This design comes from an exercise in tuning for small area, a short achievable clock period and few clock cycles per item on the open sky130 flow, not from production work.
Function was checked by simulation only, so behaviour that the tests miss may differ from the original.

[design/flow/config.mk]
export PLATFORM = sky130hd
export DESIGN_NAME = chacha20_core
export DESIGN_NICKNAME = chacha20_core
export VERILOG_FILES = /design/flow/design.v
export SDC_FILE = /design/flow/constraint.sdc
export NUM_CORES = 4
export LEC_CHECK = 0
export CAP_MARGIN = 20
export CORE_MARGIN = 2
export CORE_UTILIZATION = 40
export SLEW_MARGIN = 20
[design/flow/constraint.sdc]
create_clock -name core_clock -period 14.0 [get_ports {clk}]
set_input_delay 2.8000 -clock core_clock [delete_from_list [all_inputs] [get_ports {clk}]]
set_output_delay 2.8000 -clock core_clock [all_outputs]
set_load 0.01 [all_outputs]
[design/flow/design.v]
module chacha20_core (
    input  wire         clk,
    input  wire         rst,         
    input  wire         in_valid,
    output wire         in_ready,
    input  wire [255:0] key,         
    input  wire [31:0]  counter,     
    input  wire [95:0]  nonce,       
    output reg          out_valid,
    input  wire         out_ready,
    output wire [511:0] block        
);
    localparam [127:0] CONST = {32'h6b206574, 32'h79622d32, 32'h3320646e, 32'h61707865};
    reg  [383:0] s_q;        
    reg  [511:0] x;          
    reg  [4:0]   rnd;        
    reg          busy;
    assign in_ready = !busy && (!out_valid || out_ready);
    wire accept = in_valid && in_ready;
    function [127:0] qr;
        input [31:0] a_in, b_in, c_in, d_in;
        reg [31:0] a, b, c, d;
        begin
            a = a_in; b = b_in; c = c_in; d = d_in;
            a = a + b; d = d ^ a; d = {d[15:0], d[31:16]};
            c = c + d; b = b ^ c; b = {b[19:0], b[31:20]};
            a = a + b; d = d ^ a; d = {d[23:0], d[31:24]};
            c = c + d; b = b ^ c; b = {b[24:0], b[31:25]};
            qr = {d, c, b, a};
        end
    endfunction
    reg [511:0] y;           
    reg [511:0] xn;          
    integer j, r;
    always @(*) begin
        for (j = 0; j < 4; j = j + 1)
            {y[32*(12+j) +: 32], y[32*(8+j) +: 32], y[32*(4+j) +: 32], y[32*j +: 32]} =
                qr(x[32*j +: 32], x[32*(4+j) +: 32], x[32*(8+j) +: 32], x[32*(12+j) +: 32]);
        for (r = 0; r < 4; r = r + 1)
            for (j = 0; j < 4; j = j + 1)
                xn[32*(4*r+j) +: 32] = y[32*(4*r + ((r - j) & 3)) +: 32];
    end
    always @(posedge clk) begin
        if (rst) begin
            busy      <= 1'b0;
            out_valid <= 1'b0;
        end else if (accept) begin
            busy      <= 1'b1;
            out_valid <= 1'b0;
        end else if (busy) begin
            if (rnd == 5'd19) begin
                busy      <= 1'b0;
                out_valid <= 1'b1;
            end
        end else if (out_ready) begin
            out_valid <= 1'b0;
        end
    end
    always @(posedge clk) begin
        if (accept)
            rnd <= 5'd0;
        else if (busy)
            rnd <= rnd + 5'd1;
    end
    always @(posedge clk) begin
        if (accept) begin
            s_q <= {nonce, counter, key};
            x   <= {nonce, counter, key, CONST};
        end else if (busy) begin
            x   <= xn;
        end
    end
    genvar gi;
    generate
        for (gi = 0; gi < 4; gi = gi + 1) begin : g_oc
            assign block[32*gi +: 32] = x[32*gi +: 32] + CONST[32*gi +: 32];
        end
        for (gi = 4; gi < 16; gi = gi + 1) begin : g_os
            assign block[32*gi +: 32] = x[32*gi +: 32] + s_q[32*(gi-4) +: 32];
        end
    endgenerate
endmodule
[design/flow/run.sh]
#!/bin/bash
# synth_recipe.tcl (not shown) runs the flow's synth.tcl, then flattens the netlist and writes it again
# the make line also repeats each setting of config.mk as NAME=value (left out here)
make -C /OpenROAD-flow-scripts/flow DESIGN_CONFIG=/design/flow/config.mk WORK_HOME=/design/flow/orfs CLKGATE_MAP_FILE= SYNTH_SCRIPT=/design/flow/synth_recipe.tcl finish
==> results of run 1 <==
==> through the flow <==
stage / hold slack [ps] / instances
after floorplan: 453 / 8320
after global placement: 466 / 11980
after detailed placement: 475 / 11981
after CTS: 484 / 12184
after global routing: 507 / 12192
final: 481 / 12213
==> worst max path at each step <==
stage,endpoint,slack (ps),cells past startpoint
floorplan,x[134],2850,50
global placement,x[229],720,47
detailed placement,x[229],420,51
CTS,x[229],340,51
global route,x[227],40,52
finish,x[224],540,47
==> kinds of logic after synthesis <==
family,count (synthesis)
AOI/OAI and AO/OA,2684
muxes,7
adders and majority gates,909
xor gates and xnor gates,1401
DFF,903
and+or+nand+nor,1973
buffers and inverters,443
==> per-layer routing <==
metal	part of all wire	global-route usage	wire length, um
met1	0.40	0.545	178000
met2	0.43	0.643	191000
met3	0.089	0.0930	39600
met4	0.082	0.290	36600
met5	0.00068	0.00265	304
==> Yosys cell counts (all sizes together), types with 17 or more instances <==
master   count
ha         881
xnor2      823
edfxtp     768
a21oi      733
o21ai      573
nand2      552
nor2       535
xor2       535
a21o       356
a22o       308
inv        272
clkbuf     161
nand3      161
dfxtp      135
nor2b      131
nor3       131
nand2b     125
o21a       106
o21bai      87
and3        81
a31oi       72
nand4       65
a211oi      61
a21boi      56
or3         44
and2        39
o211ai      38
o31ai       34
or2         33
xnor3       31
fa          28
a211o       23
a2111oi     20
a31o        20
o311ai      18
a311oi      17
==> cells in the final DEF (no fill, tap or decap), types with 18 or more instances in the layout <==
cell type and n:
clkinv_1 18, diode_2 28, clkbuf_16 110, nor2_1 534, nand4_1 65, o211ai_1 38
edfxtp_1 768, buf_4 288, nand2_1 552, ha_1 881, o21ai_0 567, o21a_1 106
a21o_1 356, inv_1 270, and3_1 81, xnor2_1 810, o31ai_1 34, nor2b_1 131
or3_1 44, clkbuf_1 18, dfxtp_1 134, a31oi_1 70, a211o_1 23, a21oi_1 732
xnor3_1 31, o21bai_1 87, nor3_1 129, a31o_2 20, a22o_1 308, and2_1 39
clkinv_2 25, or2_2 33, a21boi_0 51, xor2_1 532, nand3_1 161, clkdlybuf4s50_1 901
a211oi_1 58, fa_1 28, nand2b_1 125
==> area by class of cell <==
| class | count | area share |
|---|---|---|
| Timing Repair Buffer | 1192 | 0.116 |
| Clock buffer | 130 | 0.0294 |
| Inverter | 273 | 0.0108 |
| Antenna cell | 28 | 0.000724 |
| Clock inverter | 73 | 0.00718 |
| Multi-Input combinational cell | 6974 | 0.535 |
| Sequential cell | 903 | 0.266 |
| Tap cell | 2640 | 0.0341 |
==> repair_timing <==
| item | CTS | global route |
|---|---|---|
| resized for setup | 0 | 27 |
| endpoints found under the setup margin | 0 | 69 |
| buffers inserted | 0 | 1 |
| hold endpoints to repair | 0 | 0 |
==> worst max-delay path, delay by kind of cell (launching register included) <==
kind	cells	cell delay, ps
compound gates	29	7700
xor+xnor	6	2190
fa+ha+maj	4	1680
simple gates	6	720
flops	1	490
buf+inv	2	340
==> state kept, by name, indices dropped and copies added, names as in the netlist <==
name       cells
out_valid      1
s_q          384
busy           1
x            512
rnd            5
==> impl_results.md, run 1 <==
- Worst slack, placed: 419 ps
- Fin crit share: 0.961
- Pin slew with the least headroom to its limit: 1300 ps
- Final WS setup: ~540 ps
- Asr flop ratio synth: 0
- Synth Instances: approximately 8,300
- WHS Path Cells: 2
- Count of pins over their slew limit: 0
- MaxCap Viol Count: 0
- Die area: 0.201 sq mm
- Layout cell share with drive strength beyond 1: 0.0594
- CP max stage cell: a211oi_1
- Initial Util: 0.402
- DR iter-0 viols: 9,292
- Post-synthesis adder-cell area fraction: 0.147
- Reg2Reg Setup Slack: between 500 and 600 ps
- H-tree Lvls: 3
- CTS Buffer Depth: 3
- CP startpoint: x[193]
- Simple-Gate Fraction of Synth Area: 0.119
- Mapped cell area: just under 0.08 sq mm
- FILL cells: 18,451
- Clock Latency Late Sink: between 700 and 800 ps
- Critical Path Max Stage Delay: 540 ps
- Endpoint, Worst Hold: rnd[1]
- Hold-fix buffers at CTS: 0
- Synth cell types: 85
- WL final: 445 mm
- Post-route DRC: 0
- Ranking of synthesized cells by area: edfxtp_1 (29%), ha_1 (14%), xnor2_1 (9.1%)
- Type of the tightest min-delay check: flip-flop to flip-flop
- GPL Wtd Cong: 1.15
- Clk slew on worst S/H paths: 60 ps
- # setup viols final: 0
- Multi-input logic area: a little over 0.05 sq mm
- Largest net degree at the start of global routing: 170
- Reg area: 0.0258 sq mm
- Final hold violations: 0
- Synth top area share: 0.292
- WP data required: roughly 15,000 ps
- Core Region: 0.197 sq mm
- Run status: timing/DRC/antenna clean
- Post-route cell area: 0.0968 sq mm
- Final min period: roughly 13,000 ps
- Main synth FF type: edfxtp_1
- All-Layer GR Usage: 0.426
- Yosys top cell by area: edfxtp_1
- Largest family of logic cells by synthesized area: compound AO/OA/AOI/OAI gates
- Setup_tns: 0 ps
- Xor/xnor share of the synthesized area: 0.163
- Global route total overflow: 0
- Worst reg2reg endpoint: x[224]
- Clock Sinks: 903
- Worst endpoint data arrival time: 13,960 ps
- Synth warnings: 1
- Setup crit start kind: flip-flop
- Drt pass-1 iters: 8
- Placed instance area: slightly above 0.09 sq mm
- Syn-to-layout area delta: 22.5%
- Height of the die: 448 um
- Initial antenna violation count: 57
- HP Start: rnd[1]
- Average wire per standard cell: 36.4 um
- Clk_skew: between 30 and 40 ps
- Mux cell area share after synthesis: 0.000903
- TritonCTS buffer count: 109
- RSZ-0062 raised after global routing: no
- Slew headroom: 0.125
- Rows: around 160
- CP max FO: 7
- Post-synth EDFFs: ~770
- Via density: about 6.2
- Nets@finish: 10,750
- Crit path top cell by count: a21oi_1
- Vias in the first global route: ~70,000
- Final antenna-violating net count: 0
- Clk Tree Root Cell: clkbuf_16
- Die X: around 450 um
- Register area share after synthesis: 0.326
- #FFs+latches synth: 903
- First-pass GRT wire length: 583 mm
- Reg-to-reg startpoint: x[193]
- Core Util, Final: 0.492
- R2R cell count: 47
- Syn nets: between 9,000 and 10,000
- TritonCTS clock tree: built
- Crit. End Element: flip-flop
- Port bufs: 901
- Dpl hpwl: 383 mm
- Fmax: roughly 0.074 GHz
- Setup CP Type: flip-flop to flip-flop
- Syn Area/Cell: 9.50 sq um
- Compound-Gate Fraction of Synth Area: 0.223
- Vias: 75,928
- Ports: 902
Testbench counts, summed over its fixed seeds: cycles 8,072, items 384.
==> inputs of run 2 (changes only) <==
--- a/design/flow/design.v
+++ b/design/flow/design.v
@@ -18,4 +18,27 @@
     assign in_ready = !busy && (!out_valid || out_ready);
     wire accept = in_valid && in_ready;
+    function [31:0] add32;
+        input [31:0] a, b;
+        reg [31:0] g, p, gn, pn;
+        integer l, i, k;
+        begin
+            g = a & b;
+            p = a ^ b;
+            for (l = 0; l < 5; l = l + 1) begin
+                gn = g;
+                pn = p;
+                for (i = 0; i < 32; i = i + 1) begin
+                    if ((i >> l) & 1) begin
+                        k = ((i >> l) << l) - 1;
+                        gn[i] = g[i] | (p[i] & g[k]);
+                        pn[i] = p[i] & p[k];
+                    end
+                end
+                g = gn;
+                p = pn;
+            end
+            add32 = a ^ b ^ {g[30:0], 1'b0};
+        end
+    endfunction
     function [127:0] qr;
         input [31:0] a_in, b_in, c_in, d_in;
@@ -23,8 +46,8 @@
         begin
             a = a_in; b = b_in; c = c_in; d = d_in;
-            a = a + b; d = d ^ a; d = {d[15:0], d[31:16]};
-            c = c + d; b = b ^ c; b = {b[19:0], b[31:20]};
-            a = a + b; d = d ^ a; d = {d[23:0], d[31:24]};
-            c = c + d; b = b ^ c; b = {b[24:0], b[31:25]};
+            a = add32(a, b); d = d ^ a; d = {d[15:0], d[31:16]};
+            c = add32(c, d); b = b ^ c; b = {b[19:0], b[31:20]};
+            a = add32(a, b); d = d ^ a; d = {d[23:0], d[31:24]};
+            c = add32(c, d); b = b ^ c; b = {b[24:0], b[31:25]};
             qr = {d, c, b, a};
         end
@@ -74,8 +97,8 @@
     generate
         for (gi = 0; gi < 4; gi = gi + 1) begin : g_oc
-            assign block[32*gi +: 32] = x[32*gi +: 32] + CONST[32*gi +: 32];
+            assign block[32*gi +: 32] = add32(x[32*gi +: 32], CONST[32*gi +: 32]);
         end
         for (gi = 4; gi < 16; gi = gi + 1) begin : g_os
-            assign block[32*gi +: 32] = x[32*gi +: 32] + s_q[32*(gi-4) +: 32];
+            assign block[32*gi +: 32] = add32(x[32*gi +: 32], s_q[32*(gi-4) +: 32]);
         end
     endgenerate
--- a/design/flow/config.mk
+++ b/design/flow/config.mk
@@ -6,6 +6,8 @@
 export NUM_CORES = 4
 export LEC_CHECK = 0
+export ABC_AREA = 1
 export CAP_MARGIN = 20
 export CORE_MARGIN = 2
 export CORE_UTILIZATION = 40
+export SETUP_SLACK_MARGIN = 4
 export SLEW_MARGIN = 20
==> impl_results.md, run 2 <==
- First-pass GRT wire length: 562 mm
- Final WS setup: 4280 ps
- Die X: 447 um
- CP max stage cell: xor2_1
- Met3 WL: between 30 and 40 mm
- Fmax: 0.103 GHz
- Synth cell types: 75
- Global route total overflow: 0
- Count leader, synth: nand2_1
- Clk slew on worst S/H paths: 70 ps
- Most common library cells after synthesis: nand2_1 (2,378), inv_1 (1,354), ha_1 (858), edfxtp_1 (768), nand3_1 (711)
- Initial Util: 0.403
- Final antenna-violating net count: 0
- Average wire per standard cell: 32.0 um
- Reg-to-reg startpoint: x[145]
- Setup CP Type: flip-flop to flip-flop
- Syn Area/Cell: a little over 8 sq um
- Reg2Reg Setup Slack: 4280 ps
- Nets@finish: 12,020
- WL met2: 184 mm
- Endpoint, Worst Hold: x[95]
- Layout cell share with drive strength beyond 1: 0.0707
- TritonCTS clock tree: built
- Mapped cell area: between 0.07 and 0.08 sq mm
- TritonCTS buffer count: 108
- Synth warnings: 1
- H-tree Lvls: 3
- Setup_tns: 0 ps
- MaxCap Viol Count: 0
- Crit path top cell by count: nand2_1
- Die area: about 0.20 sq mm
- Post-synth EDFFs: around 770
- Rows: around 160
- Port bufs: between 900 and 1,000
- CTS Buffer Depth: 3
- Count of pins over their slew limit: 0
- Largest reg by FF count: x
- Syn nets: ~11,000
- HP Start: x[95]
- Run status: timing/DRC/antenna clean
- Fin crit share: 0.694
- Vias: 74,895
- DR iter-0 viols: slightly below 9,000
- GPL Wtd Cong: 1.12
- Synth top area share: 0.293
- All-Layer GR Usage: 0.415
- Final hold violations: 0
- Setup crit start kind: flip-flop
- Post-route DRC: 0
- Initial antenna violation count: 49
- Main synth FF type: edfxtp_1
- Commonest non-fill, non-tap cell in the layout: nand2_1
- Critical Path Max Stage Delay: 910 ps
- Final min period: 9720 ps
- Crit. End Element: flip-flop
- Bufs and invs on worst path: 5
- Worst endpoint data arrival time: ~10,000 ps
- RSZ-0062 raised after global routing: yes
- Top Layer Used: met5
- Worst reg2reg endpoint: x[165]
- Most frequent cells in the layout: nand2_1 (2,352), inv_1 (1,352), clkdlybuf4s50_1 (901)
- Via density: 5.60
- WL final: between 400 and 500 mm
- R2R cell count: 44
- CP max FO: 10
- Pin slew with the least headroom to its limit: approximately 1200 ps
- Ranking of synthesized cells by area: edfxtp_1 (29%), ha_1 (14%), nand2_1 (11%)
- Register area share after synthesis: 0.327
- Drt pass-1 iters: 8
- Clk Tree Root Cell: clkbuf_16
- Clk_skew: ~47 ps
- Slew headroom: 0.203
- FILL cells: 18,951
- Worst slack, placed: 2860 ps
- Type of the tightest min-delay check: flip-flop to flip-flop
- #FFs+latches synth: 903
- Syn-to-layout area delta: 21.8%
- Wl on met1: approximately 170 mm
- Biggest regs: x (512), s_q (384), rnd (5)
- # setup viols final: 0
- Height of the die: around 450 um
- WHS Path Cells: 2
- Largest net degree at the start of global routing: 138
- Ports: around 900
- Clock Latency Late Sink: slightly above 800 ps
- CP delay by family, top: compound AO/OA/AOI/OAI gates
- Synth Instances: 9,679
- Core Region: 0.195 sq mm
- Dpl hpwl: 365 mm
- Vias in the first global route: around 70,000
- WP data required: between 10,000 and 15,000 ps
- Yosys top cell by area: edfxtp_1
- Max reg flops: 512
- Clock Sinks: 903
- Asr flop ratio synth: 0
[run 2: cell types whose count changed in the layout (fill, tap and decap cells not counted), moves of 281 or more]
cell | before | now
a21o_1 | 356 | 75
inv_1 | 270 | 1352
nand2_1 | 552 | 2352
nand3_1 | 161 | 698
o21ai_0 | 567 | 260
xnor2_1 | 810 | 256
[run 2: cells by family after synthesis]
| kind of cell | synth area share |
|---|---|
| compound gates | 0.103 |
| xor+xnor | 0.101 |
| fa+ha+maj | 0.172 |
| buf+inv | 0.0753 |
| flops | 0.327 |
| simple gates | 0.221 |
[run 2: area by class of cell]
class                   instances  area (sq um)  area share
multi-input cells            7223         48100       0.502
flip-flops and latches        903         25800       0.269
repair buffers                990          9760       0.102
inverters                    1408          5310      0.0554
well taps                    2624          3280      0.0343
clock buffers                 130          2840      0.0296
clock inverters                67           722     0.00753
diodes                         23          57.6    0.000601
[run 2: how the worst max path moves through the flow]
stage,startpoint,to,slack (ps),cells after the start
CTS,x[224],x[212],3920,57
detailed placement,x[224],x[212],2860,55
global placement,x[105],x[212],2880,52
global route,x[206],x[247],3900,53
finish,x[145],x[165],4280,44
floorplan,out_ready,s_q[0],4720,6
[run 2: routing by layer]
metal  up-vias  track usage
met5         -            0
met4        14        0.298
met3       881       0.0715
met2      3860        0.630
met1     36223        0.532
li1      33917            -
[run 2: worst reg2reg max path, delay by kind of cell, from the launching register on]
| family | cells | cell delay [ps] |
|---|---|---|
| flops | 1 | 610 |
| buf+inv | 5 | 490 |
| simple gates | 17 | 2160 |
| xor+xnor | 3 | 1550 |
| compound gates | 14 | 2870 |
| fa+ha+maj | 5 | 1820 |
[run 2: through the flow]
stage / cell area (sq um) / utilization / instances / hold WS (ps)
2_1_floorplan: 78700 / - / 9679 / 457
3_3_place_gp: 90800 / 0.465 / 13099 / 476
4_1_cts: 94700 / 0.485 / 13301 / 501
3_5_place_dp: 90800 / 0.465 / 13099 / 486
6_report: 95800 / 0.491 / 13368 / 499
5_1_grt: 95800 / 0.491 / 13354 / 527
[run 2: timing repair]
action                                  4_1_cts  5_1_grt
resized for setup                            42      142
buffers inserted                              5       41
endpoints found under the setup margin      138      178
cloned                                        0        3
hold buffers                                  0        0
pin swaps                                     1       12
Testbench counts of run 2, summed over its fixed seeds: cycles 8,072, items 384.
==> inputs of run 3 (changes only) <==
--- a/design/flow/config.mk
+++ b/design/flow/config.mk
@@ -10,4 +10,3 @@
 export CORE_MARGIN = 2
 export CORE_UTILIZATION = 40
-export SETUP_SLACK_MARGIN = 4
 export SLEW_MARGIN = 20
==> impl_results.md, run 3 <==
- Run status: timing/DRC/antenna clean
- Max reg flops: approximately 510
- Largest net degree at the start of global routing: about 170
- Yosys top cell by area: edfxtp_1
- H-tree Lvls: 3
- Drt pass-1 iters: 7
- Global route total overflow: 0
- CP delay by family, top: adder cells
- Post-route DRC: 0
- Fin crit share: 0.774
- Crit path top cell by count: nand2_1
- Pin slew with the least headroom to its limit: roughly 1300 ps
- Count of pins over their slew limit: 0
- Syn Area/Cell: 8.13 sq um
- Nets@finish: 11,973
- Core Region: 0.195 sq mm
- CP max FO: 12
- Count leader, synth: nand2_1
- MaxCap Viol Count: 0
- Rows: 162
- #FFs+latches synth: 903
- # setup viols final: 0
- Synth cell types: 75
- Synth top area share: 0.293
- Ports: roughly 900
- CP max stage cell: xnor2_1
- Post-synth EDFFs: ~770
- Asr flop ratio synth: 0
- Clk slew on worst S/H paths: 60 ps
- Bufs and invs on worst path: 6
- Register area share after synthesis: 0.327
- Clk_skew: 63.9 ps
- Post-CTS sizing: 0
- CTS Buffer Depth: 3
- Core Util, Final: 0.484
- All-Layer GR Usage: 0.420
- Critical Path Max Stage Delay: 770 ps
- Final WS setup: 3170 ps
- Clock Latency Late Sink: 820 ps
- Setup crit start kind: flip-flop
- Clock Sinks: about 900
- TritonCTS buffer count: 111
- Ranking of synthesized cells by area: edfxtp_1 (29%), ha_1 (14%), nand2_1 (11%)
- WL final: roughly 430 mm
- DR iter-0 viols: 9,198
- FILL cells: 18,882
- Final min period: 10,830 ps
- Placed instance area: between 0.09 and 0.1 sq mm
- Crit. End Element: flip-flop
- Mapped cell area: 0.0787 sq mm
- Most frequent cells in the layout: nand2_1 (2,378), inv_1 (1,353), clkdlybuf4s50_1 (901)
- RSZ-0062 raised after global routing: no
- Initial Util: 0.403
- Main synth FF type: edfxtp_1
- Type of the tightest min-delay check: flip-flop to flip-flop
- First-pass GRT wire length: 568 mm
- Dpl hpwl: 373 mm
- Final hold violations: 0
- Via density: 5.62
- Most common library cells after synthesis: nand2_1 (2,378), inv_1 (1,354), ha_1 (858), edfxtp_1 (768), nand3_1 (711)
- Syn-to-layout area delta: 20.1%
- Inst Count DP: around 13,000
- GPL Wtd Cong: roughly 1.1
- Initial antenna violation count: 45
- Syn nets: between 10,000 and 15,000
- Commonest non-fill, non-tap cell in the layout: nand2_1
- Worst slack, placed: 3300 ps
- Largest reg by FF count: x
- Vias in the first global route: approximately 70,000
- Average wire per standard cell: 32.4 um
- Synth Instances: 9,679
- Clk Tree Root Cell: clkbuf_16
- Setup CP Type: flip-flop to flip-flop
- Post-route cell area: around 0.095 sq mm
- Final antenna-violating net count: 0
- Worst endpoint data arrival time: about 11,000 ps
- WP data required: around 15,000 ps
- Height of the die: 447 um
- Hold-fix buffers at CTS: 0
- Die X: 447 um
- Layout cell share with drive strength beyond 1: 0.0553
- Port bufs: 901
- Die area: 0.200 sq mm
- Synth warnings: 1
- Vias: 74,868
- Fmax: about 0.09 GHz
- Final Instance Count excl. Fillers: 13,325
- Setup bufs post-CTS: 0
- Setup_tns: 0 ps
- Biggest regs: x (512), s_q (384), rnd (5)
- TritonCTS clock tree: built
- Slew headroom: 0.144
[run 3: worst register-to-register path, delay by kind of cell (launching register included)]
family	cells	cell delay [ps]
compound gates	8	1470
xor+xnor	6	2750
fa+ha+maj	8	2880
buf+inv	6	610
flops	1	440
simple gates	21	2430
[run 3: cell type report]
type / count / area [sq um] / share of cell area
clock inverters: 66 / 682 / 0.00721
repair buffers: 943 / 9380 / 0.0993
diodes: 19 / 47.5 / 0.000503
flip-flops and latches: 903 / 25800 / 0.273
clock buffers: 142 / 3030 / 0.0320
inverters: 1408 / 5310 / 0.0561
well taps: 2624 / 3280 / 0.0347
multi-input cells: 7220 / 47000 / 0.498
[run 3: metrics by stage]
step,hold WS [ps]
CTS,511
global placement,480
finish,514
global route,532
detailed placement,494
floorplan,457
[run 3: final timing paths]
check / slack, ps / to / from / depth (start not counted)
worst min-delay path: 510 / rnd[1] / rnd[1] / 2
worst max register to register: 3170 / x[193] / x[224] / 49
worst max-delay path: 3170 / x[193] / x[224] / 49
worst min register to register: 510 / rnd[1] / rnd[1] / 2
[run 3: kinds of logic after synthesis]
kind of cell	count (synthesis)	share of synthesized area
flops	903	0.327
simple gates	4019	0.221
buf+inv	1556	0.0753
fa+ha+maj	998	0.172
compound gates	1366	0.103
xor+xnor	837	0.101
[run 3: layer usage]
layer / vias to the layer above / global-route usage / wire [um]
li1: 33839 / - / -
met1: 36068 / 0.539 / 171000
met2: 4013 / 0.626 / 183000
met5: - / 0 / 117
met4: 18 / 0.323 / 40300
met3: 930 / 0.0736 / 37600
==> inputs of run 4 (changes only) <==
==> design/flow/flow/run.sh (new file) <==
#!/bin/bash
# Layout flow: the standard ORFS flow (standard.sh, standard synthesis
# unchanged) with these changes:
#  - global placement buffers every port with a buf_1 cell
#  - CTS inserts no dummy loads
# The whole make output goes to standard_flow.log; ORFS keeps each step's
# tool log under orfs/logs/.
set -uo pipefail
export BUFFER_PORTS_ARGS="-buffer_cell sky130_fd_sc_hd__buf_1"
export CTS_ARGS="-sink_clustering_enable -repair_clock_nets -dont_use_dummy_load"
bash standard.sh finish > standard_flow.log 2>&1
==> design/flow/standard.sh (new file) <==
#!/bin/bash
# synth_recipe.tcl (not shown) runs the flow's synth.tcl, then flattens the netlist and writes it again
# the make line also repeats each setting of config.mk as NAME=value (left out here)
make -C /OpenROAD-flow-scripts/flow DESIGN_CONFIG=/design/flow/config.mk WORK_HOME=/design/flow/orfs CLKGATE_MAP_FILE= SYNTH_SCRIPT=/design/flow/synth_recipe.tcl "${@:-finish}"
--- a/design/flow/config.mk
+++ b/design/flow/config.mk
@@ -9,4 +9,5 @@
 export CAP_MARGIN = 20
 export CORE_MARGIN = 2
-export CORE_UTILIZATION = 40
+export CORE_UTILIZATION = 60
+export SETUP_SLACK_MARGIN = 4
 export SLEW_MARGIN = 20
removed: design/flow/run.sh
==> impl_results.md, run 4 <==
- DR iter-0 viols: 12,693
- Syn Area/Cell: 8.13 sq um
- Die area: 0.134 sq mm
- Count of pins over their slew limit: 0
- Synth Instances: a little under 10,000
- Clock Latency Late Sink: 750 ps
- Compound-Gate Fraction of Synth Area: 0.103
- Hold-fix buffers at CTS: 0
- Setup crit start kind: flip-flop
- Main synth FF type: edfxtp_1
- Largest reg by FF count: x
- RSZ-0062 raised after global routing: no
- Type of the tightest min-delay check: flip-flop to flip-flop
- Fin crit share: 0.719
- Vias in the first global route: 72,642
- Biggest regs: x (512), s_q (384), rnd (5)
- Core Util, Final: 0.678
- Rows: ~130
- Final hold violations: 0
- Nets@finish: 12,004
- Via density: 6.41
- Setup_tns: 0 ps
- Crit path top cell by count: nand2_2
- Initial Util: 0.606
- Syn-to-layout area delta: 11.8%
- MaxCap Viol Count: 0
- Ports: 902
- CP max stage cell: xor2_1
- WL final: 378 mm
- CTS Buffer Depth: 3
- Final antenna-violating net count: 0
- GPL Wtd Cong: 1.15
- Port bufs: 901
- Post-synth EDFFs: 768
- Post-synthesis adder-cell area fraction: 0.172
- Reg area: 0.0258 sq mm
- Setup CP Type: flip-flop to flip-flop
- Asr flop ratio synth: 0
- Ranking of synthesized cells by area: edfxtp_1 (29%), ha_1 (14%), nand2_1 (11%)
- Drt pass-1 iters: 10
- R2R cell count: between 40 and 50
- #FFs+latches synth: 903
- Clk Tree Root Cell: clkbuf_16
- Dpl hpwl: 315 mm
- All-Layer GR Usage: 0.540
- Layout cell share with drive strength beyond 1: 0.0655
- Average wire per standard cell: 30.4 um
- Worst endpoint data arrival time: 10,530 ps
- Simple-Gate Fraction of Synth Area: 0.221
- Slew headroom: 0.0747
- Yosys top cell by area: edfxtp_1
- Multi-input logic area: 0.0480 sq mm
- Mapped cell area: 0.0787 sq mm
- WP data required: 14,460 ps
- Commonest non-fill, non-tap cell in the layout: nand2_1
- WHS Path Cells: 2
- Height of the die: 366 um
- Mux cell area share after synthesis: 0
- Run status: timing/DRC/antenna clean
- # setup viols final: 0
- Largest net degree at the start of global routing: 168
- TritonCTS clock tree: built
- Fmax: between 0.09 and 0.1 GHz
- Largest family of logic cells by synthesized area: simple AND/OR/NAND/NOR gates
- Post-route DRC: 0
- Vias: 79,498
- Core Region: 0.130 sq mm
- Die X: approximately 370 um
- Most frequent cells in the layout: nand2_1 (2,341), inv_1 (1,348), buf_1 (901)
- FILL cells: 10,428
- Synth top area share: 0.293
- H-tree Lvls: 3
- First-pass GRT wire length: 512 mm
- CP max FO: 7
- Clock Sinks: 903
- Clk slew on worst S/H paths: approximately 70 ps
- Initial antenna violation count: 75
- Max reg flops: just over 500
- Final min period: 10,060 ps
- Syn nets: 11,065
- Register area share after synthesis: 0.327
- Synth warnings: 1
- Pin slew with the least headroom to its limit: around 1400 ps
- TritonCTS buffer count: 99
- Global route total overflow: 0
- Count leader, synth: nand2_1
- Most common library cells after synthesis: nand2_1 (2,378), inv_1 (1,354), ha_1 (858), edfxtp_1 (768), nand3_1 (711)
- Critical Path Max Stage Delay: 1050 ps
- Xor/xnor share of the synthesized area: 0.101
- Crit. End Element: flip-flop
- Clk_skew: 68.7 ps
- Synth cell types: 75
## run 4: layer usage
metal | global-route usage | share of wire | up-vias
met4 | 0.494 | 0.12 | 52
li1 | - | - | 33809
met3 | 0.207 | 0.16 | 1980
met1 | 0.635 | 0.32 | 36481
met2 | 0.758 | 0.39 | 7176
met5 | 0 | 0.00087 | -
## run 4: kinds of logic after synthesis
kind of cell / after synthesis
buffers and inverters: 1556
DFF: 903
xor gates and xnor gates: 837
adders and majority gates: 998
and+or+nand+nor: 4019
AOI/OAI and AO/OA: 1366
## run 4: cell type report
class / instances / area share
multi-input combinational: 7224 / 0.546
sequential: 903 / 0.293
inverter: 1408 / 0.0603
timing repair buffer: 982 / 0.0468
clock buffer: 99 / 0.0282
tap: 1742 / 0.0248
antenna: 44 / 0.00125
## run 4: worst max-delay path, delay by kind of cell (launching register included)
| kind | cells | cell delay, ps |
|---|---|---|
| fa+ha+maj | 9 | 3200 |
| simple gates | 22 | 2990 |
| xor+xnor | 4 | 1600 |
| compound gates | 5 | 1050 |
| flops | 1 | 540 |
| buf+inv | 5 | 390 |
## run 4: through the flow
step / std cells / cell area (sq um) / setup slack [ps] / hold slack (ps)
final: 12402 / 88000 / 3940 / 495
after floorplan: 9679 / 78700 / 4720 / 457
after global placement: 12210 / 84000 / 3090 / 474
after CTS: 12312 / 86600 / 3970 / 494
after global routing: 12368 / 87900 / 3920 / 533
after detailed placement: 12210 / 84000 / 3000 / 477
## run 4: what timing repair did
action,4_1_cts,5_1_grt
setup buffers,3,41
pin swaps,1,19
setup endpoints to repair,80,196
resized for setup,20,158
gates cloned,0,4
## run 4: worst paths after layout
| kind | to | slack, ps | startpoint |
|---|---|---|---|
| min | x[97] | 500 | x[97] |
| max reg2reg | x[248] | 3940 | x[192] |
| max | x[248] | 3940 | x[192] |
| min reg2reg | x[97] | 500 | x[97] |
==> inputs of run 5 (changes only) <==
--- a/design/flow/design.v
+++ b/design/flow/design.v
@@ -94,11 +94,39 @@
         end
     end
+    chacha20_final u_final (.x(x), .s(s_q), .block(block));
+endmodule
+module chacha20_final (
+    input  wire [511:0] x,
+    input  wire [383:0] s,
+    output wire [511:0] block
+);
+    localparam [127:0] CONST = {32'h6b206574, 32'h79622d32, 32'h3320646e, 32'h61707865};
+    function [31:0] add32_bk;
+        input [31:0] a, b;
+        reg [31:0] g, p;
+        integer d, i;
+        begin
+            g = a & b;
+            p = a ^ b;
+            for (d = 1; d < 32; d = d * 2)
+                for (i = 2 * d - 1; i < 32; i = i + 2 * d) begin
+                    g[i] = g[i] | (p[i] & g[i - d]);
+                    p[i] = p[i] & p[i - d];
+                end
+            for (d = 8; d >= 1; d = d / 2)
+                for (i = 3 * d - 1; i < 32; i = i + 2 * d) begin
+                    g[i] = g[i] | (p[i] & g[i - d]);
+                    p[i] = p[i] & p[i - d];
+                end
+            add32_bk = a ^ b ^ {g[30:0], 1'b0};
+        end
+    endfunction
     genvar gi;
     generate
         for (gi = 0; gi < 4; gi = gi + 1) begin : g_oc
-            assign block[32*gi +: 32] = add32(x[32*gi +: 32], CONST[32*gi +: 32]);
+            assign block[32*gi +: 32] = add32_bk(x[32*gi +: 32], CONST[32*gi +: 32]);
         end
         for (gi = 4; gi < 16; gi = gi + 1) begin : g_os
-            assign block[32*gi +: 32] = add32(x[32*gi +: 32], s_q[32*(gi-4) +: 32]);
+            assign block[32*gi +: 32] = add32_bk(x[32*gi +: 32], s[32*(gi-4) +: 32]);
         end
     endgenerate
==> design/flow/flow/run.sh (replaced) <==
#!/bin/bash
# Layout flow: the standard ORFS flow (standard.sh) with these changes:
#  - synthesis maps adders through ABC like the rest of the logic instead of
#    pre-mapping half/full adder cells (ADDER_MAP_FILE empty); registers are
#    unchanged
#  - global placement buffers every port with a buf_1 cell
#  - CTS inserts no dummy loads
set -uo pipefail
export ADDER_MAP_FILE=
export BUFFER_PORTS_ARGS="-buffer_cell sky130_fd_sc_hd__buf_1"
export CTS_ARGS="-sink_clustering_enable -repair_clock_nets -dont_use_dummy_load"
bash standard.sh SETUP_SLACK_MARGIN=8 finish > standard_flow.log 2>&1
--- a/design/flow/config.mk
+++ b/design/flow/config.mk
@@ -9,5 +9,6 @@
 export CAP_MARGIN = 20
 export CORE_MARGIN = 2
-export CORE_UTILIZATION = 60
-export SETUP_SLACK_MARGIN = 4
+export CORE_UTILIZATION = 65
+export SETUP_SLACK_MARGIN = 5
 export SLEW_MARGIN = 20
+export SYNTH_HIERARCHICAL = 1
==> impl_results.md, run 5 <==
- Run status: aborted with a tool error
- Stop stage: global routing (5_1_grt)
- Stop err: [ERROR GRT-0116] Global routing finished with congestion. Check the congestion regions in the DRC Viewer.
- Ranking of synthesized cells by area: edfxtp_1 (27%), nand2_1 (22%), nand3_1 (8.3%)
- Largest net degree at the start of global routing: 110
- Height of the die: 365 um
- #FFs+latches synth: 903
- Inst Count DP: 16,026
- TritonCTS buffer count: 100
- Vias in the first global route: 147,401
- CTS Buffer Depth: 3
- Initial Util: 0.655
- Synth cell types: 68
- Synth warnings: 8
- Asr flop ratio synth: 0
- Rows: 132
- Synth top area share: 0.272
- GPL Wtd Cong: around 1.3
- Post-synth EDFFs: 768
- Syn Area/Cell: 6.28 sq um
- Count leader, synth: nand2_1
- Port bufs: 901
- Main synth FF type: edfxtp_1
- All-Layer GR Usage: 1.00
- Global route total overflow: 7,693
- Hold-fix buffers at CTS: 0
- Clk Tree Root Cell: clkbuf_16
- Most common library cells after synthesis: nand2_1 (4,956), inv_1 (1,772), nand3_1 (1,404), nor2_1 (1,290), edfxtp_1 (768)
- H-tree Lvls: 3
- First-pass GRT wire length: approximately 1000 mm
- Clock Sinks: approximately 900
- Yosys top cell by area: edfxtp_1
- Placed instance area: 0.0898 sq mm
- Synth Instances: 13,482
- Syn nets: 13,870
- Ports: ~900
- Dpl hpwl: 362 mm
- Mapped cell area: 0.0847 sq mm
- Worst slack, placed: 5210 ps
- Die X: 365 um
- Register area share after synthesis: 0.304
-- run 5: cell count changes after synthesis, moves of 62 or more --
cell / before / now
a21o_1: 75 / 13
a21oi_1: 622 / 442
fa_1: 140 / 0
ha_1: 858 / 0
inv_1: 1354 / 1772
nand2_1: 2378 / 4956
nand2_2: 69 / 234
nand2_4: 12 / 77
nand3_1: 711 / 1404
nor2_1: 489 / 1290
nor2_2: 12 / 93
o21ai_0: 267 / 430
or2_2: 36 / 103
-- run 5: how the worst max path moves through the flow --
stage	cells past startpoint	start	end	slack, ps
after global placement	8	in_valid	x[336]	5160
after detailed placement	8	in_valid	x[336]	5210
after CTS	51	x[237]	x[196]	7580
after floorplan	2	out_ready	in_ready	8140
-- run 5: timing repair --
item,4_1_cts
cloned,17
setup buffers,1386
resized for setup,4215
pin swaps,1252
endpoints found under the setup margin,914
-- run 5: cells by family after synthesis --
| family | count (synthesis) | share of synthesized area |
|---|---|---|
| AO/OA/AOI/OAI | 1204 | 0.0809 |
| adder cells (fa/ha/maj) | 11 | 0.00130 |
| flip-flops | 903 | 0.304 |
| XOR/XNOR | 798 | 0.0857 |
| AND/OR/NAND/NOR | 8552 | 0.436 |
| buffers and inverters | 2014 | 0.0919 |
-- run 5: per-module statistics from Yosys, one instance, submodules excluded --
module | cell area [sq um] | copies in the design | cells
chacha20_final | 17800 | 1 | 3512
chacha20_core | 66900 | 1 | 9970
-- run 5: per-stage QoR --
| stage | util |
|---|---|
| CTS | 0.934 |
| floorplan | - |
| global placement | 0.694 |
| detailed placement | 0.694 |
-- run 5: routing by layer --
layer / global-route usage / GRT overflow
met3: 0.887 / 336
met2: 1.17 / 4966
met5: 0.767 / 45
met4: 1.09 / 1968
met1: 0.922 / 378
Testbench counts of run 5, summed over its fixed seeds: cycles 8,072, items 384.
==> inputs of run 6 (changes only) <==
--- a/design/flow/flow/run.sh
+++ b/design/flow/flow/run.sh
@@ -10,3 +10,3 @@
 export BUFFER_PORTS_ARGS="-buffer_cell sky130_fd_sc_hd__buf_1"
 export CTS_ARGS="-sink_clustering_enable -repair_clock_nets -dont_use_dummy_load"
-bash standard.sh SETUP_SLACK_MARGIN=8 finish > standard_flow.log 2>&1
+bash standard.sh SETUP_SLACK_MARGIN=6 finish > standard_flow.log 2>&1
--- a/design/flow/config.mk
+++ b/design/flow/config.mk
@@ -9,5 +9,5 @@
 export CAP_MARGIN = 20
 export CORE_MARGIN = 2
-export CORE_UTILIZATION = 65
+export CORE_UTILIZATION = 60
 export SETUP_SLACK_MARGIN = 5
 export SLEW_MARGIN = 20
==> impl_results.md, run 6 <==
- CP max stage cell: xnor2_1
- Max reg flops: slightly above 500
- Most common library cells after synthesis: nand2_1 (4,956), inv_1 (1,772), nand3_1 (1,404), nor2_1 (1,290), edfxtp_1 (768)
- Drt pass-1 iters: 17
- Synth Instances: between 10,000 and 15,000
- Fin crit share: 0.591
- Ports: 902
- Bufs and invs on worst path: 4
- Post-route DRC: 0
- Final hold violations: 0
- Clk_skew: about 90 ps
- Count of pins over their slew limit: 0
- Nets@finish: 14,940
- Type of the tightest min-delay check: flip-flop to flip-flop
- Setup crit start kind: flip-flop
- Biggest regs: x (512), s_q (384), rnd (5)
- Clock Sinks: 903
- Worst endpoint data arrival time: 8830 ps
- Setup_tns: 0 ps
- Yosys top cell by area: edfxtp_1
- Port bufs: 901
- All-Layer GR Usage: 0.595
- Fmax: 0.121 GHz
- CP delay by family, top: simple AND/OR/NAND/NOR gates
- MaxCap Viol Count: 0
- #FFs+latches synth: 903
- Global route total overflow: 0
- Clk Tree Root Cell: clkbuf_16
- Post-route cell area: 0.0966 sq mm
- Most frequent cells in the layout: nand2_1 (4,794), inv_1 (1,757), nand3_1 (1,348)
- Syn-to-layout area delta: 14.1%
- Setup CP Type: flip-flop to flip-flop
- Ranking of synthesized cells by area: edfxtp_1 (27%), nand2_1 (22%), nand3_1 (8.3%)
- Initial Util: 0.606
- TritonCTS clock tree: built
- CP max FO: 15
- Synth warnings: 8
- Synth top area share: 0.272
- Placed instance area: around 0.090 sq mm
- Commonest non-fill, non-tap cell in the layout: nand2_1
- Critical Path Max Stage Delay: around 800 ps
- Layout cell share with drive strength beyond 1: 0.101
- WL final: ~460 mm
- Slew headroom: 0.0696
- Syn Area/Cell: 6.28 sq um
- Height of the die: 380 um
- Count leader, synth: nand2_1
- Syn nets: 13,870
- Mapped cell area: 0.0847 sq mm
- Hold-fix buffers at CTS: 0
- Final Instance Count excl. Fillers: 16,487
- Register area share after synthesis: 0.304
- Via density: 6.40
- DR iter-0 viols: 19,523
- Dpl hpwl: 368 mm
- # setup viols final: 0
- Post-synth EDFFs: 768
- Core Region: 0.140 sq mm
- Vias: 105,569
- Synth cell types: 68
- Die area: roughly 0.14 sq mm
- Largest reg by FF count: x
- Largest net degree at the start of global routing: 210
- Asr flop ratio synth: 0
- Final min period: 8280 ps
- TritonCTS buffer count: 104
- Die X: 380 um
- Main synth FF type: edfxtp_1
- Run status: timing/DRC/antenna clean
- Crit path top cell by count: nand2_1
- GPL Wtd Cong: 1.24
- Inst Count DP: 16,161
- First-pass GRT wire length: 618 mm
- WP data required: 14,550 ps
- Clk slew on worst S/H paths: ~60 ps
- Initial antenna violation count: 86
- Crit. End Element: flip-flop
- Pin slew with the least headroom to its limit: 1390 ps
- H-tree Lvls: 3
- Final antenna-violating net count: 0
- Average wire per standard cell: 27.8 um
- RSZ-0062 raised after global routing: yes
- Vias in the first global route: around 90,000
- Clock Latency Late Sink: around 800 ps
- CTS Buffer Depth: 3
- Rows: 137
## run 6: cell families (layout without fill, tap and decap cells)
group / Yosys count / count (layout) / share of synthesized area
and+or+nand+nor: 8552 / 8555 / 0.436
AOI/OAI and AO/OA: 1204 / 1204 / 0.0809
DFF: 903 / 903 / 0.304
adders and majority gates: 11 / 11 / 0.00130
buffers and inverters: 2014 / 3079 / 0.0919
other: 0 / 61 / 0
xor gates and xnor gates: 798 / 798 / 0.0857
## run 6: cell type report
type / count / area [sq um]
clock buffers: 104 / 2600
diodes: 61 / 153
inverters: 1881 / 7100
well taps: 1876 / 2350
repair buffers: 1094 / 4990
flip-flops and latches: 903 / 25800
fillers: 11628 / 43100
multi-input cells: 10568 / 53600
## run 6: per-stage QoR
step           hold slack [ps]   util  worst slack, ps
6_report                   539  0.691             5720
5_1_grt                    546  0.690             5800
4_1_cts                    533  0.667             6000
3_5_place_dp               518  0.644             5430
3_3_place_gp               492  0.644             5600
2_1_floorplan              473      -             6970
## run 6: final timing paths
check                           startpoint  endpoint  slack (ps)  cells after the start
worst max-delay path                x[139]    x[172]        5720                     45
worst min-delay path                  x[9]      x[9]         540                      2
worst max register to register      x[139]    x[172]        5720                     45
worst min register to register        x[9]      x[9]         540                      2
## run 6: what timing repair did
| action | in CTS | in global routing |
|---|---|---|
| pin swaps | 2 | 30 |
| gates cloned | 0 | 3 |
| gates resized for setup | 50 | 481 |
| setup buffers | 37 | 121 |
| setup endpoints to repair | 153 | 241 |
## run 6: worst min-delay path: cells and delay by family (launching register included)
kind / cells / cell delay (ps)
DFF: 1 / 340
and+or+nand+nor: 1 / 70
AOI/OAI and AO/OA: 1 / 70
## run 6: routing by layer
metal / wire [um] / up-vias / GRT usage
met2: 169000 / 10459 / 0.795
met3: 89600 / 3241 / 0.295
li1: - / 45036 / -
met1: 139000 / 46771 / 0.675
met5: 685 / - / 0.000331
met4: 60100 / 62 / 0.586
## run 6: per-module statistics from Yosys, one instance, submodules excluded
module | copies in the design | flip-flops and latches | cells
chacha20_final | 1 | 0 | 3512
chacha20_core | 1 | 903 | 9970
==> inputs of run 7 (changes only) <==
--- a/design/flow/design.v
+++ b/design/flow/design.v
@@ -102,22 +102,32 @@
 );
     localparam [127:0] CONST = {32'h6b206574, 32'h79622d32, 32'h3320646e, 32'h61707865};
-    function [31:0] add32_bk;
+    function [31:0] add32_sp;
         input [31:0] a, b;
-        reg [31:0] g, p;
-        integer d, i;
+        reg [31:0] g, p, c;
+        reg [7:0] gg, gp;
+        integer d, i, k;
         begin
             g = a & b;
             p = a ^ b;
-            for (d = 1; d < 32; d = d * 2)
-                for (i = 2 * d - 1; i < 32; i = i + 2 * d) begin
-                    g[i] = g[i] | (p[i] & g[i - d]);
-                    p[i] = p[i] & p[i - d];
+            for (k = 0; k < 8; k = k + 1) begin
+                gg[k] = g[4*k+3] | (p[4*k+3] & (g[4*k+2] | (p[4*k+2] & (g[4*k+1] | (p[4*k+1] & g[4*k])))));
+                gp[k] = p[4*k+3] & p[4*k+2] & p[4*k+1] & p[4*k];
+            end
+            for (d = 1; d < 8; d = d * 2)
+                for (i = 2 * d - 1; i < 8; i = i + 2 * d) begin
+                    gg[i] = gg[i] | (gp[i] & gg[i - d]);
+                    gp[i] = gp[i] & gp[i - d];
                 end
-            for (d = 8; d >= 1; d = d / 2)
-                for (i = 3 * d - 1; i < 32; i = i + 2 * d) begin
-                    g[i] = g[i] | (p[i] & g[i - d]);
-                    p[i] = p[i] & p[i - d];
+            for (d = 2; d >= 1; d = d / 2)
+                for (i = 3 * d - 1; i < 8; i = i + 2 * d) begin
+                    gg[i] = gg[i] | (gp[i] & gg[i - d]);
+                    gp[i] = gp[i] & gp[i - d];
                 end
-            add32_bk = a ^ b ^ {g[30:0], 1'b0};
+            for (k = 0; k < 8; k = k + 1) begin
+                c[4*k] = (k == 0) ? 1'b0 : gg[(k == 0) ? 0 : k - 1];
+                for (i = 1; i < 4; i = i + 1)
+                    c[4*k+i] = g[4*k+i-1] | (p[4*k+i-1] & c[4*k+i-1]);
+            end
+            add32_sp = p ^ c;
         end
     endfunction
@@ -125,8 +135,8 @@
     generate
         for (gi = 0; gi < 4; gi = gi + 1) begin : g_oc
-            assign block[32*gi +: 32] = add32_bk(x[32*gi +: 32], CONST[32*gi +: 32]);
+            assign block[32*gi +: 32] = add32_sp(x[32*gi +: 32], CONST[32*gi +: 32]);
         end
         for (gi = 4; gi < 16; gi = gi + 1) begin : g_os
-            assign block[32*gi +: 32] = add32_bk(x[32*gi +: 32], s[32*(gi-4) +: 32]);
+            assign block[32*gi +: 32] = add32_sp(x[32*gi +: 32], s[32*(gi-4) +: 32]);
         end
     endgenerate
--- a/design/flow/config.mk
+++ b/design/flow/config.mk
@@ -9,5 +9,5 @@
 export CAP_MARGIN = 20
 export CORE_MARGIN = 2
-export CORE_UTILIZATION = 60
+export CORE_UTILIZATION = 45
 export SETUP_SLACK_MARGIN = 5
 export SLEW_MARGIN = 20
==> impl_results.md, run 7 <==
- Yosys top cell by area: edfxtp_1
- TritonCTS clock tree: built
- Height of the die: between 400 and 500 um
- First-pass GRT wire length: 666 mm
- Pin slew with the least headroom to its limit: 1220 ps
- Drt pass-1 iters: 10
- Nets@finish: 14,710
- Final hold violations: 0
- Vias: 101,195
- Mapped cell area: approximately 0.083 sq mm
- Post-synth EDFFs: 768
- Core Region: 0.185 sq mm
- CTS Buffer Depth: 3
- Global route total overflow: 0
- Syn Area/Cell: 6.37 sq um
- Final antenna-violating net count: 0
- FILL cells: roughly 18,000
- Die X: 435 um
- Clock Sinks: 903
- RSZ-0062 raised after global routing: yes
- HP Start: rnd[4]
- Dpl hpwl: 425 mm
- Initial Util: 0.451
- Asr flop ratio synth: 0
- Commonest non-fill, non-tap cell in the layout: nand2_1
- Setup_tns: 0 ps
- Ports: 902
- Worst endpoint data arrival time: 8470 ps
- Fmax: roughly 0.13 GHz
- Synth Instances: around 13,000
- #FFs+latches synth: around 900
- Clk_skew: 73.2 ps
- Reg-to-reg startpoint: x[186]
- Port bufs: 901
- Fin crit share: 0.571
- Register area share after synthesis: 0.309
- Via density: 6.00
- Most common library cells after synthesis: nand2_1 (4,972), inv_1 (1,596), nand3_1 (1,432), nor2_1 (1,165), edfxtp_1 (768)
- Setup crit end: x[152]
- Post-route DRC: 0
- All-Layer GR Usage: 0.513
- Ranking of synthesized cells by area: edfxtp_1 (28%), nand2_1 (22%), nand3_1 (8.6%)
- CP max stage cell: xnor2_2
- Clk slew on worst S/H paths: approximately 60 ps
- Initial antenna violation count: 95
- CP startpoint: x[186]
- Largest reg by FF count: x
- Largest net degree at the start of global routing: approximately 170
- Clock Latency Late Sink: 780 ps
- WL final: 511 mm
- Hold-fix buffers at CTS: 0
- Clk Tree Root Cell: clkbuf_16
- Rows: 158
- R2R cell count: 45
- Count leader, synth: nand2_1
- DR iter-0 viols: 14,557
- Type of the tightest min-delay check: flip-flop to flip-flop
- Synth warnings: 8
- Run status: timing/DRC/antenna clean
- Max reg flops: 512
- Synth top area share: 0.276
- Count of pins over their slew limit: 0
- Reg2Reg Setup Slack: 6010 ps
- Slew headroom: 0.176
- Biggest regs: x (512), s_q (384), rnd (5)
- Critical Path Max Stage Delay: 810 ps
- Syn nets: 13,496
- Setup crit start kind: flip-flop
- Die area: 0.189 sq mm
- Setup CP Type: flip-flop to flip-flop
- Synth cell types: 71
- Worst reg2reg endpoint: x[152]
- GPL Wtd Cong: 1.23
- Syn-to-layout area delta: 18.6%
- CP max FO: 16
- H-tree Lvls: 3
- Main synth FF type: edfxtp_1
- Crit. End Element: flip-flop
- Vias in the first global route: roughly 90,000
- WP data required: 14,480 ps
- TritonCTS buffer count: 105
- Layout cell share with drive strength beyond 1: 0.124
- Most frequent cells in the layout: nand2_1 (4,736), inv_1 (1,566), nand3_1 (1,336)
- MaxCap Viol Count: 0
- Final min period: 7990 ps
- Crit path top cell by count: nand2_1
- # setup viols final: 0
- Average wire per standard cell: a little over 30 um
[run 7: cell count changes in the layout (fill, tap and decap cells not counted), moves of 41 or more]
cell	before	now
a21oi_1	426	300
nor2_1	1250	1097
buf_4	179	277
xor2_1	448	592
xnor2_1	230	157
nand2_2	354	456
nand4_1	62	103
buf_12	12	53
inv_1	1757	1566
inv_2	116	71
nand2_1	4794	4736
[run 7: per-module statistics from Yosys, one instance, submodules excluded]
module / flip-flops and latches / times used
chacha20_core: 903 / 1
chacha20_final: 0 / 1
[run 7: kinds of logic (layout without fill, tap and decap cells)]
logic type	Yosys count	after routing	synth area share
xor gates and xnor gates	881	881	0.0964
and+or+nand+nor	8523	8530	0.443
other	0	60	0
DFF	903	903	0.309
buffers and inverters	1791	2996	0.0832
AOI/OAI and AO/OA	1010	1010	0.0690
[run 7: worst max-delay path, delay by kind of cell, from the launching register on]
| kind | cells | cell delay (ps) |
|---|---|---|
| xor+xnor | 1 | 810 |
| compound gates | 3 | 620 |
| buf+inv | 4 | 480 |
| flops | 1 | 570 |
| simple gates | 37 | 5140 |
[run 7: worst min-delay path by stage]
| stage | endpoint | slack [ps] | depth (start not counted) |
|---|---|---|---|
| floorplan | x[111] | 470 | 2 |
| global placement | out_valid | 480 | 2 |
| detailed placement | out_valid | 500 | 2 |
| CTS | x[64] | 510 | 2 |
| global route | out_valid | 540 | 2 |
| finish | rnd[4] | 530 | 2 |
[run 7: layout make-up]
type	count	area, sq um	area share
clock buffers	105	2630	0.0266
diodes	60	150	0.00152
well taps	2480	3100	0.0314
repair buffers	1233	6550	0.0662
inverters	1658	6290	0.0636
flip-flops and latches	903	25800	0.261
multi-input cells	10421	54400	0.550
[run 7: metal layers]
metal | GRT usage | routed length, um | part of all wire
met1 | 0.598 | 173000 | 0.34
met2 | 0.718 | 200000 | 0.39
met3 | 0.169 | 71400 | 0.14
met4 | 0.528 | 66000 | 0.13
met5 | 0.00333 | 313 | 0.00061
[run 7: per-stage QoR]
| step | cell area [sq um] | hold slack [ps] | util | instances | setup WS [ps] |
|---|---|---|---|---|---|
| after floorplan | 83500 | 471 | - | 13108 | 6970 |
| after global placement | 89700 | 477 | 0.485 | 16406 | 3820 |
| after detailed placement | 89700 | 500 | 0.485 | 16406 | 4230 |
| after CTS | 94600 | 513 | 0.512 | 16631 | 5920 |
| after global routing | 98900 | 537 | 0.535 | 16819 | 5820 |
| final | 99000 | 528 | 0.535 | 16860 | 6010 |
[run 7: repair_timing]
item | 4_1_cts | 5_1_grt
buffers inserted | 119 | 162
endpoints found under the setup margin | 239 | 239
pin swaps | 12 | 72
resized for setup | 247 | 581
gates cloned | 1 | 6
Testbench counts of run 7, summed over its fixed seeds: cycles 8,072, items 384.

[afterwards: timing with drivers on the ports]
The flow's constraints put no driver on any port. The routed layouts listed below were extracted and timed again, unchanged, in two steps. Step 1 assumes that a clkbuf_16 drives the clock port and a buf_2 every other input. Step 2, shift: input delay + t, output delay - t, t = (earliest + latest rising clock arrival at the registers) / 2. This alone moves slack from input paths to output paths. Slacks: ideal ports / drivers / drivers and shift; pairs: ideal ports / drivers.
run	t (ns)	setup slack, ns	worst hold slack (ns)	slew at the worst register clock pin (ns)
run 1	0.865	0.539 / 0.539 / 0.539	0.481 / 0.481 / 0.481	0.07 / 0.07
run 2	0.887	4.281 / 4.281 / 4.281	0.499 / 0.499 / 0.499	0.08 / 0.08
run 3	0.888	3.169 / 3.169 / 3.169	0.514 / 0.514 / 0.514	0.08 / 0.08
run 4	0.808	3.938 / 3.938 / 3.938	0.495 / 0.495 / 0.495	0.07 / 0.07
run 6	0.843	5.720 / 5.720 / 5.720	0.539 / 0.539 / 0.539	0.07 / 0.07
run 7	0.853	6.012 / 6.012 / 5.715	0.528 / 0.528 / 0.528	0.07 / 0.07
After both steps every run listed still meets setup and hold. The setup slack of run 7, which loses most, moves by 0.000 ns with the drivers and by -0.297 ns with both steps.
